Context: an optimization exercise on an open-source flow, tuned for small area, a short achievable clock period and few clock cycles. The choices shown serve that exercise and are no tape-out recipe.
Function was checked by simulation only, so behaviour that the tests miss may differ from the original.
Power is estimated from default activity; no workload was simulated.

==> flow/design.v (outline; a module is shown in full before it is edited, if it fits) <==
// module sieve_engine: 1615 lines
module sieve_engine (
    input  wire        clk,
    input  wire        rst_n,
    input  wire        reg_we,
    input  wire [8:0]  reg_addr,
    input  wire [63:0] reg_wdata,
    output reg  [63:0] reg_rdata,
    input  wire [2:0]  win_addr,
    output wire [63:0] win_rdata,
    output wire        irq
);
  // ...
==> flow/run.sh <==
#!/bin/bash
# synth_recipe.tcl (not shown) runs the flow's synth.tcl, then flattens the netlist and writes it again
# the make line also repeats each setting of config.mk as NAME=value (left out here)
make -C /OpenROAD-flow-scripts/flow DESIGN_CONFIG=/design/flow/config.mk WORK_HOME=/design/flow/orfs CLKGATE_MAP_FILE= SYNTH_SCRIPT=/design/flow/synth_recipe.tcl finish
==> flow/config.mk <==
export PLATFORM = sky130hd
export DESIGN_NAME = sieve_engine
export DESIGN_NICKNAME = sieve_engine
export VERILOG_FILES = /design/flow/design.v
export SDC_FILE = /design/flow/constraint.sdc
export NUM_CORES = 8
export LEC_CHECK = 0
export CAP_MARGIN = 20
export CORE_MARGIN = 2
export CORE_UTILIZATION = 40
export SETUP_SLACK_MARGIN = 5
export SLEW_MARGIN = 20
export SYNTH_MEMORY_MAX_BITS = 16384
==> flow/constraint.sdc <==
create_clock -name core_clock -period 12.0 [get_ports {clk}]
set_input_delay 2.4000 -clock core_clock [delete_from_list [all_inputs] [get_ports {clk}]]
set_output_delay 2.4000 -clock core_clock [all_outputs]
set_load 0.01 [all_outputs]
==> summary.txt, run 1 <==
The run finished with no timing, DRC or antenna violations. Relative to the synthesized area, the layout overhead comes to 23.2%. The count of final hold-check violations was 0. Setup repair after global routing could not meet its margin everywhere.

The count of boundary I/O pins is 208. The clock network consumes a total of between 0.002 and 0.0025 W. Of the available clock period, the critical path in the final layout requires 0.603. The sum of met2 wire segment lengths after detailed routing is 134 mm. The post-synthesis share of cell area spent on xor and xnor gates is 0.0300. Summed over all cells, the static leakage comes to roughly 28 nW. The worst hold path terminates at ngroups[1]. In the layout the commonest cells are sky130_fd_sc_hd__nand2_1 (814), sky130_fd_sc_hd__a21oi_1 (770), sky130_fd_sc_hd__nor2_1 (591). The core occupancy in the finished layout is 0.495. The number of post-CTS setup repair buffers is approximately 150. The global-route total usage across every layer came out at 0.448. The synthesis-stage register bit count came out at roughly 480. The slack of the worst reg-to-reg path came out at 4.77 ns. The setup slack of the critical path after layout came out at about 4.8 ns. The non-clock buffer area fraction after layout is 0.110.

The placeable core region came out at between 100000 and 150000 um2. The number of tap cells added at floorplan is between 1500 and 2000. The synthesized-area fraction occupied by ao, oa, aoi and oai cells came out at 0.310. The highest-delay cell along the critical path is sky130_fd_sc_hd__a22oi_2. The clock-pin slew of the registers on the worst-case setup and hold paths is 0.06 ns. The ratio of cells with drive above 1 in the final layout came out at 0.173. The final sequential cell count is approximately 480. The worst setup path is launched from an input port. The share of flip-flops with an asynchronous set or reset after synthesis is 0.758.

The quantity of gates resized following cts came out at 688. The area fraction of the dominant cell type after synthesis is 0.164. The average routed wire per standard cell is 34.8 um. Ranked by total area, the top cell class in this layout is multi-input gates. The share of the yosys chip area belonging to registers is 0.227. The power dissipated by switching net loads came out at 0.00267 W. The aggregate negative setup slack is 0 ns.

The number of antenna violations at the first check in global routing came out at 22. The tightest min-delay check is of the reg2reg type. The clock passes through at most 3 buffers.

The largest single stage delay on the critical path is 0.39 ns. In this run, CTS created clock tree buffers numbering between 50 and 60. Counting I/O delays and the setup requirement, the final critical path takes 7.23 ns. The number of violations reported at the end of detailed-routing iteration 0 is 11800.
Testbench counts, summed over its fixed seeds: cycles 1,228.
==> run 2, diff against run 1 <==
--- a/flow/design.v
+++ b/flow/design.v
@@ -137,16 +137,17 @@
     reg [6:0]  pj;                        
     reg [1:0]  psel;                      
     reg [3:0]  ppc;                       
     reg  [5:0] segleft;                   
     reg  [5:0] ssr;                       
     reg  [1:0] cls_ph;                    
     reg  [5:0] pseg;                      
     reg  [5:0] pe;                        
+    reg  [10:0] pmr;                      
     reg        dv_run;                    
     reg  [1:0] dv_step;
     reg  [5:0] dv_r;
     wire configured = (nblocks != 6'd0);
     wire [31:0] below_sb, below_nb;
     genvar gk;
     generate
         for (gk = 0; gk < 32; gk = gk + 1) begin : g_cmp
@@ -903,17 +904,17 @@
     wire sve_c36 = (sve_c26 & sve_s27) | (sve_c26 & sve_s15) | (sve_s27 & sve_s15);
     wire sve_s37 = sve_c28 ^ sve_s29 ^ (w[36] & ssr[2]);
     wire sve_c38 = (sve_c28 & sve_s29) | (sve_c28 & (w[36] & ssr[2])) | (sve_s29 & (w[36] & ssr[2]));
     wire sve_s39 = sve_c30 ^ sve_c18 ^ sve_s19;
     wire sve_c40 = (sve_c30 & sve_c18) | (sve_c30 & sve_s19) | (sve_c18 & sve_s19);
     wire [10:0] sve_r0 = {1'b0, sve_c32, sve_c40, sve_c38, sve_c36, sve_c34, sve_s33, sve_c22, sve_s21, sve_s1, segbase[0]};
     wire [10:0] sve_r1 = {1'b0, (w[36] & ssr[5]), sve_s31, sve_s39, sve_s37, sve_s35, 1'b0, sve_s23, 1'b0, 1'b0, (w[32] & ssr[0])};
     wire [10:0] sv_end = (sve_r0 + sve_r1);
-    wire        sv_all  = (~|w[63:32]) || (|w[63:37]) || (sv_end >= {5'd0, nblocks});
+    wire        sv_all  = (opc != 8'h08) || (~|w[63:32]) || (|w[63:37]) || (sv_end >= {5'd0, nblocks});
     wire [5:0]  sv_e    = sv_all ? nblocks : sv_end[5:0];
     wire [5:0]  sv_segs = sv_all ? 6'd63 : {1'b0, w[36:32]};    
     wire [5:0]  dv_num  = nblocks + sv_ss - 6'd1;
     reg  [5:0]  dv_r1, dv_r2;
     reg         dv_q1, dv_q2;
     always @(*) begin
         dv_r1 = {dv_r[4:0], dv_num[5 - 2*dv_step]};
         dv_q1 = (dv_r1 >= sv_ss);
@@ -983,20 +984,20 @@
             2'd1:    rr_res0 = {52'd0, rr_cur[6:0]};
             2'd2:    rr_res0 = {21'd0, rr_p, 16'd0, rom_mask};
             default: rr_res0 = {56'd0, rr_g};
         endcase
     end
     wire        is_sieve = (pk == K_SIEVE);
     wire [3:0]  ap_pc = ppc;
     wire [10:0] ap_oh = 11'd1 << ap_pc;
-    wire [10:0] pm = is_sieve ? present : ap_oh;
+    wire [10:0] pm = pmr;
     wire [31:0] blkm;
     wire [10:0] mm = pm & ~applied;
-    wire [5:0]  cnt_hi = is_sieve ? pe : nblocks;
+    wire [5:0]  cnt_hi = pe;
     generate
         for (gk = 0; gk < 32; gk = gk + 1) begin : g_blkm
             assign blkm[gk] = is_sieve ? (!below_sb[gk] && (gk < pe)) : below_nb[gk];
         end
     endgenerate
     function [5:0] tcum0;
         input [5:0] c;
         begin
@@ -1342,16 +1343,17 @@
             cls_ph <= 2'd3;
         else if (busy)
             cls_ph <= cls_ph - 2'd1;
         if (issue) begin
             pj   <= {ri_g, ri_loc};
             psel <= w[9:8];
             ppc  <= (opc == 8'h06) ? ri_pc : rg_pc;
             pe   <= sv_e;
+            pmr  <= (opc == 8'h08) ? present : (11'd1 << rg_pc);
             pseg <= sv_segs;
             pk   <= (opc == 8'h06) ? K_RDREC : (opc == 8'h07) ? K_APPLY :
                     (opc == 8'h08) ? K_SIEVE : K_CLS;
         end
     end
     task reset_all;
         begin
             ctrl_ie  <= 1'b0;
==> flow/flow/run.sh (new file) <==
#!/bin/bash
# The standard ORFS layout (the standard.sh), with two changes to how it is
# made: the port buffers that global placement inserts are plain buffers
# (buf_4) rather than the default pick, and timing repair aims for a larger
# setup margin. The SDC, clock period and every other step are unchanged.
set -euo pipefail
bash standard.sh "BUFFER_PORTS_ARGS=-buffer_cell sky130_fd_sc_hd__buf_4" SETUP_SLACK_MARGIN=5 finish > make.log 2>&1
==> flow/standard.sh (new file) <==
#!/bin/bash
# synth_recipe.tcl (not shown) runs the flow's synth.tcl, then flattens the netlist and writes it again
# the make line also repeats each setting of config.mk as NAME=value (left out here)
make -C /OpenROAD-flow-scripts/flow DESIGN_CONFIG=/design/flow/config.mk WORK_HOME=/design/flow/orfs CLKGATE_MAP_FILE= SYNTH_SCRIPT=/design/flow/synth_recipe.tcl "${@:-finish}"
==> flow/config.mk (replaced) <==
export PLATFORM = sky130hd
export DESIGN_NAME = sieve_engine
export DESIGN_NICKNAME = sieve_engine
export VERILOG_FILES = /design/flow/design.v
export SDC_FILE = /design/flow/constraint.sdc
export NUM_CORES = 8
export LEC_CHECK = 0
export CAP_MARGIN = 20
export CORE_MARGIN = 2
export CORE_UTILIZATION = 50
export SETUP_SLACK_MARGIN = 5
export SLEW_MARGIN = 20
export SYNTH_MEMORY_MAX_BITS = 16384
removed: flow/run.sh
==> run 2 against run 1 <==
Wire length fell by 6.2%. Design area fell by 6.4%. Worst hold slack worse by 0.013 ns. Core utilization grew 8.6 points. Critical endpoint is now res0[13]. Sequential cell count grew 11. Combinational power down about 10%. First-iteration DRC count is 0.91% lower. Final cell count is 6.7% lower. Via count is 0.59% lower. Clock power fell by 17%. Global-route usage grew 6.3 points.
==> summary.txt, run 2 <==
The first global-routing pass estimated between 400 and 500 mm of wire. The cell sitting at the root of the clock tree is a sky130_fd_sc_hd__clkbuf_16. In this run the most critical hold path is launched from cls_ph[0]. For the pin with the worst max-slew slack, the measured transition is 1.32 ns. The power per unit of standard cell area is between 90 and 100 nW/um2. The synthesized area divided by synthesized cell count came out at 7.68 um2. The site row count came out at ~120. The most common cell after layout, fill and taps aside is sky130_fd_sc_hd__nand2_1. The largest buffer count on any clock path came out at 3 (unchanged). VDD sags by at most approximately 0.00015 V. The most critical setup path has its startpoint at arg0[2]. The ratio of cells with drive above 1 in the final layout came out at 0.152 (-0.0207). The library cell with the largest summed area after synthesis is sky130_fd_sc_hd__dfrtp_1. The number of violations reported at the end of detailed-routing iteration 0 is 11700 (-0.91%).

The synthesis-stage register bit count is 494 (+2.3%). Clock latency on the worst-skew pair, taken at its later pin, is about 0.67 ns. At the worst endpoint, the required time is 12.53 ns.

The maximum clock rate came out at roughly 140 MHz. The estimated wirelength of the detail-placed design is 222 mm. The cell depth of the worst min-delay path is 1. The number of enable-type register cells in the synthesized netlist came out at 126. In the final design database the tool counted 7930 nets. Measured along the y axis, the die boundary spans around 340 um. The post-detailed-route via-to-cell ratio is around 7.5. After clock tree synthesis, the flow added hold-fix buffers numbering 0. The most repeated cell in the gate-level netlist after synthesis is sky130_fd_sc_hd__nand2_1. The routed wire length is 311 mm. The count of boundary I/O pins came out at 208 (unchanged). The H-tree level count is 2. The logic depth of the worst register-to-register path is 30. The clock arrives with around 0.036 ns of skew. The number of nets in the synthesized netlist is roughly 7900.

The startpoint-to-endpoint class of the critical path is reg2reg. The final routed DRC violation total is 0. The average routed wire per standard cell is 35.0 um (+0.53%). The max-cap check violation count came out at 0. The number of sinks on the clock net came out at 494. The leakage dissipation came out at 26.6 nW (-6.6%). The number of buffers created by CTS came out at 53 (-8.6%). The count of final hold-check violations is 0 (unchanged). The worst path arrival time came out at 7.63 ns. The congestion estimate from routability-driven global placement came to 1.08. For hold timing, the worst endpoint is cls_ph[0]. The final non-filler cell area came out at between 60000 and 70000 um2.

The aggregate negative setup slack is 0 ns (unchanged). The clock-pin slew of the registers on the worst-case setup and hold paths was 0.07 ns (about the same). The area of the die came out at around 110000 um2. The first detailed-routing pass took 12 iterations. The initial core utilization came out at 0.504. Relative to the synthesized area, the layout overhead comes to 15.2%. The via count of the first global-routing pass is 62200. The worst register-to-register path ends at res0[13].

STA classifies the critical path startpoint as a flip-flop. TritonCTS built the clock tree. The number of setup violations in the final report is 0. The remaining antenna violation count after routing came out at 0.

The area after detailed placement is about 59000 um2. The maximum fanout along the worst path came out at 33. The width of the die is 338 um. The cell count after synthesis came out at 7276. The number of antenna violations at the first check in global routing is 11 (-50%). The run finished with no timing, DRC or antenna violations.

The worst setup path is captured at a flip-flop. For this run, the leading register cell type out of synthesis is sky130_fd_sc_hd__dfrtp_1. The shortest clock period the worst path allows after layout came out at 7.10 ns (-0.134 ns). The share of flip-flops with an asynchronous set or reset after synthesis came to 0.741 (-0.0169). The residual overflow from global routing is 0. The number of buffers inserted by port buffering is 207. In the final layout, the registers with the most flip-flops are arg0: 64 flops, arg1: 64 flops, segsize: 64 flops. The final-report max-slew violation count was 0. The netlist uses 110 different library cells. The number of vias after detailed routing is approximately 67000. Leaving out fill and tap cells, the most frequent cells in the layout are sky130_fd_sc_hd__nand2_1 (779), sky130_fd_sc_hd__a21oi_1 (729), sky130_fd_sc_hd__nor2_1 (583). The final period utilization is 0.591 (-0.0111). The area fraction of the dominant cell type after synthesis came to 0.164 (about the same). The total chip power came out at 0.00597 W. The type of the worst min-delay path is reg2reg. In this run the tightest slew margin relative to its limit is 0.118. Setup repair after global routing could not meet its margin everywhere.

The netlist area before placement is ~56000 um2. The global-route total usage across every layer was 0.511 (+0.0626). The worst stage delay on the critical path is 0.92 ns (+0.53 ns). The highest-delay cell along the critical path is sky130_fd_sc_hd__o21ai_0. The slack of the worst reg-to-reg path came to 4.90 ns (+0.13 ns). By area the synthesized netlist is led by sky130_fd_sc_hd__dfrtp_1 (16%), sky130_fd_sc_hd__ha_1 (8.5%), sky130_fd_sc_hd__edfxtp_1 (6.8%), sky130_fd_sc_hd__a21oi_1 (6.8%), sky130_fd_sc_hd__nand2_1 (5.4%). The placeable core region is 111000 um2 (-20%). The largest net degree at the start of global routing is 150. The startpoint of the worst register-to-register path is arg0[2]. The share of the yosys chip area belonging to registers came out at 0.232 (+0.00571).

The count of yosys warnings during synthesis is 1. Sorting the synthesized cells by how often they occur yields sky130_fd_sc_hd__nand2_1 (799), sky130_fd_sc_hd__a21oi_1 (755), sky130_fd_sc_hd__nor2_1 (616).
-- run 2: changes by cell type in the layout (fill, tap and decap cells not counted), sizes merged, moves of 37 or more --
cell / previous run / this run
o21ai: 500 / 463
a21oi: 843 / 759
clkdlybuf4s50: 80 / 0
nor2: 660 / 616
nand2: 840 / 801
a221oi: 71 / 27
buf: 522 / 567
dlygate4sd2: 71 / 0
-- run 2: critical path: cells and delay by family (launching register included) --
| kind | cells | cell delay, ns |
|---|---|---|
| AOI/OAI and AO/OA | 9 | 2.06 |
| and+or+nand+nor | 9 | 1.85 |
| adders and majority gates | 5 | 1.15 |
| muxes | 1 | 0.30 |
| buffers and inverters | 3 | 0.46 |
| DFF | 1 | 0.61 |
| xor gates and xnor gates | 3 | 0.52 |
-- run 2: report_power, final --
group	switching [W]	total [W]	internal [W]	leakage [nW]
clock network	0.000767	0.00170	0.000936	0.839
logic	0.00166	0.00248	0.000817	19.9
registers	0.0000424	0.00179	0.00174	5.85
total	0.00247	0.00597	0.00350	26.6
-- run 2: cells by family (layout without fill, tap and decap cells) --
group / after synthesis / after routing / share of synthesized area
adders and majority gates: 518 / 518 / 0.133
xor gates and xnor gates: 191 / 191 / 0.0299
muxes: 167 / 167 / 0.0363
buffers and inverters: 972 / 1075 / 0.0666
AOI/OAI and AO/OA: 2616 / 2617 / 0.306
DFF: 494 / 494 / 0.232
other: 0 / 10 / 0
and+or+nand+nor: 2318 / 2322 / 0.195
-- run 2: worst max path at each step --
stage	to	slack, ns	cells past startpoint
final	res0[13]	4.90	30
after global routing	res0[32]	4.68	39
after detailed placement	res0[0]	3.59	30
after CTS	res0[0]	4.90	30
after floorplan	pe[2]	5.00	19
after global placement	res1_lo[5]	2.95	24
-- run 2: cell type report --
cell class	count	area (um2)
clock inverters	21	213
flip-flops and latches	494	13000
multi-input cells	5815	41100
fillers	10200	46500
clock buffers	76	1500
inverters	395	1550
repair buffers	582	5080
diodes	10	25.0
repair inverters	1	5.00
well taps	1488	1860
-- run 2: routing by layer --
| metal | vias up | part of all wire | global-route usage |
|---|---|---|---|
| met2 | 6420 | 0.41 | 0.755 |
| met1 | 31400 | 0.34 | 0.611 |
| met5 | - | 0.00023 | 0 |
| li1 | 27100 | - | - |
| met3 | 1865 | 0.15 | 0.174 |
| met4 | 8 | 0.10 | 0.391 |
-- run 2: repair_timing --
| item | 4_1_cts | 5_1_grt |
|---|---|---|
| resized for setup | 210 | 282 |
| pin swaps | 17 | 82 |
| buffers inserted | 34 | 92 |
| endpoints found under the setup margin | 178 | 134 |
| cloned | 4 | 13 |
-- run 2: through the flow --
step	hold slack, ns	utilization	worst slack, ns	std cells
after detailed placement	0.482	0.534	3.59	8628
after global placement	0.477	0.533	2.95	8626
final	0.470	0.581	4.90	8882
after floorplan	0.449	-	5.00	7276
after global routing	0.487	0.581	4.68	8875
after CTS	0.484	0.561	4.90	8763
Testbench counts of run 2, summed over its fixed seeds: cycles 1,228.

[afterwards: timing with drivers on the ports]
The results above use ideal ports. As a check the final layouts listed here were re-extracted and re-timed, cells and wires unchanged.
Step 1 sets driving cells, clkbuf_16 on the clock port and buf_2 on the other inputs (assumed; they add their load-dependent delay and slew).
Step 2, shift: input delay + t, output delay - t, t = (earliest + latest rising clock arrival at the registers) / 2. This alone moves slack from input paths to output paths.
Slacks: no drivers / after step 1 / after step 2; pairs: no drivers / after step 1.
| run | t (ns) | setup slack, ns | worst register clock-pin slew, ns |
|---|---|---|---|
| run 1 | 0.806 | 4.769 / 4.720 / 4.379 | 0.08 / 0.08 |
| run 2 | 0.732 | 4.903 / 4.903 / 4.420 | 0.08 / 0.08 |
After both steps every run listed still meets setup and hold. The setup slack of run 2, which loses most, moves by 0.000 ns with the drivers and by -0.483 ns with both steps.
